What follows belongs to an exercise in optimizing a design on an open flow for small area; a production flow would make more cautious choices.
In this exercise RTL edits were held to simulation tests only and were not proved equivalent to the original.
Power and IR drop assume default switching activity.

## rev 12
## htm_core
module htm_core (
    input  wire        clk,
    input  wire        rst,
    input  wire        cfg_dialect,
    input  wire        cfg_xor_reg,
    input  wire [16:0] prog_len,
    input  wire        cmd_valid,
    output wire        cmd_ready,
    input  wire [15:0] cmd_count,
    input  wire        cmd_inject,
    input  wire [39:0] cmd_instr,
    output wire [15:0] imem_addr,
    input  wire [39:0] imem_rdata,
    output wire [7:0]  gin_addr,
    input  wire [15:0] gin_rdata,
    output wire        gout_we,
    output wire [7:0]  gout_addr,
    output wire [15:0] gout_data,
    input  wire [5:0]  dbg_addr,
    output wire [15:0] dbg_data,
    output wire [5:0]  slen,
    output wire        runnable,
    output wire        faulted,
    output wire [2:0]  fault_code
);
    localparam [4:0] OP_CONST = 5'h01, OP_PUSH  = 5'h02, OP_POP    = 5'h03,
                     OP_LOAD  = 5'h04, OP_STORE = 5'h05, OP_COPY   = 5'h06,
                     OP_JUMPIF= 5'h07, OP_NOT   = 5'h08, OP_ADD    = 5'h09,
                     OP_MULT  = 5'h0A, OP_AND   = 5'h0B, OP_OR     = 5'h0C,
                     OP_XOR   = 5'h0D, OP_LSHIFT= 5'h0E, OP_RSHIFT = 5'h0F,
                     OP_EQUALS= 5'h10, OP_LESS  = 5'h11, OP_INPUT  = 5'h12,
                     OP_OUTPUT= 5'h13;
    localparam [2:0] F_HALTED = 3'd1, F_UNREC = 3'd2, F_REG = 3'd3,
                     F_UNDER = 3'd4, F_GRID = 3'd5, F_OVER = 3'd6;
    localparam [5:0] S_IDLE  = 6'd0,  S_LDREM = 6'd1,  S_FETCH = 6'd2,
                     S_FWAIT = 6'd3,  S_LATCH = 6'd4,  S_DEC   = 6'd5,
                     S_INC1  = 6'd6,  S_INC2  = 6'd7,  S_OPS   = 6'd8,
                     S_TLD   = 6'd9,  S_WRA   = 6'd10, S_WRLEN = 6'd11,
  ...
For scale: roughly 2100 cells after synthesis, about 730 flip-flops, about 25000 µm² of cells after synthesis.
Settings: LEC_CHECK=0, CAP_MARGIN=0, CORE_MARGIN=2, CORE_UTILIZATION=60, GPL_TIMING_DRIVEN=0, PLACE_DENSITY=0.7, SLEW_MARGIN=0, SYNTH_HIERARCHICAL=1, SYNTH_MINIMUM_KEEP_SIZE=0; clock period 14.0 ns.
standard.sh (not shown) runs the stock make flow with config.mk's settings and CLKGATE_MAP_FILE= SYNTH_SCRIPT=/design/flow/synth_recipe.tcl, a recipe that flattens the netlist after the stock synthesis.
==> flow/flow/run.sh <==
#!/bin/bash
# The standard ORFS layout (standard.sh), with three changes that only
# make it smaller: port buffers are buf_1, the buffers ABC inserted are
# removed before placement, and CTS uses clkbuf_4 sink clusters of up to 10
# flip-flops and no dummy loads. ORFS writes each tool's log under
# orfs/logs; make's own output goes to flow_make.log here.
set -euo pipefail
bash standard.sh \
  REMOVE_ABC_BUFFERS=1 \
  "BUFFER_PORTS_ARGS=-buffer_cell sky130_fd_sc_hd__buf_1" \
  "CTS_ARGS=-sink_clustering_enable -repair_clock_nets -dont_use_dummy_load -buf_list {sky130_fd_sc_hd__clkbuf_4} -sink_clustering_size 10 -sink_clustering_max_diameter 40" \
  finish > flow_make.log 2>&1
Rev 12 did not stop at any stage, and its layout met the timing, design-rule and antenna checks.
What rev 13 does differently from rev 12 at the input level:
==> flow/flow/run.sh <==
#!/bin/bash
# The standard ORFS layout (standard.sh), with changes that only make it
# smaller: port buffers are buf_1, the buffers ABC inserted are removed
# before placement, CTS uses clkbuf_4 sink clusters of up to 10 flip-flops
# and no dummy loads, and cells off the critical paths are downsized after
# global routing (RECOVER_POWER). ORFS writes each tool's log under
# orfs/logs; make's own output goes to flow_make.log here.
set -euo pipefail
bash standard.sh \
  REMOVE_ABC_BUFFERS=1 RECOVER_POWER=100 \
  "BUFFER_PORTS_ARGS=-buffer_cell sky130_fd_sc_hd__buf_1" \
  "CTS_ARGS=-sink_clustering_enable -repair_clock_nets -dont_use_dummy_load -buf_list {sky130_fd_sc_hd__clkbuf_4} -sink_clustering_size 10 -sink_clustering_max_diameter 40" \
  finish > flow_make.log 2>&1
==> comparison <==
Rev 13 reports a lower iteration count of the initial detailed-routing pass than rev 12 does. Complete run, failing final checks: rev 13, reason capacitance limit, slew limit. Between rev 13 and rev 12, it is rev 13 whose achievable clock frequency is lower, by 6.4 MHz. Relative area change from synthesis to final layout: higher on rev 12. Biggest fanout along the worst timing path (higher): rev 13. Changes observed in rev 13 relative to rev 12: combinational share of power comparable, overall overflow remaining after global route roughly the same.

## re-timing with driven ports
In the flow no input, the clock included, has a driving cell. The finished layouts below were timed again as built, in two steps. Step 1 sets driving cells, clkbuf_16 on the clock port and buf_2 on the other inputs (assumed; they add their load-dependent delay and slew). Step 2 also shifts input and output timing later by t, the mid clock arrival at the registers, as if the neighbouring blocks saw the same clock. Three values: ideal, step 1, step 2; two values: the first two.
run | t (ns) | setup WS [ns] | worst hold slack (ns) | clock arrival spread, ns | cell pins on the clock port's net
rev 12 | 0.840 | 2.426 / 2.373 / 2.658 | 0.308 / 0.308 / 0.308 | 0.098 / 0.098 | 1
rev 13 | 0.849 | 1.499 / 1.445 / 2.294 | 0.317 / 0.317 / 0.317 | 0.092 / 0.092 | 1
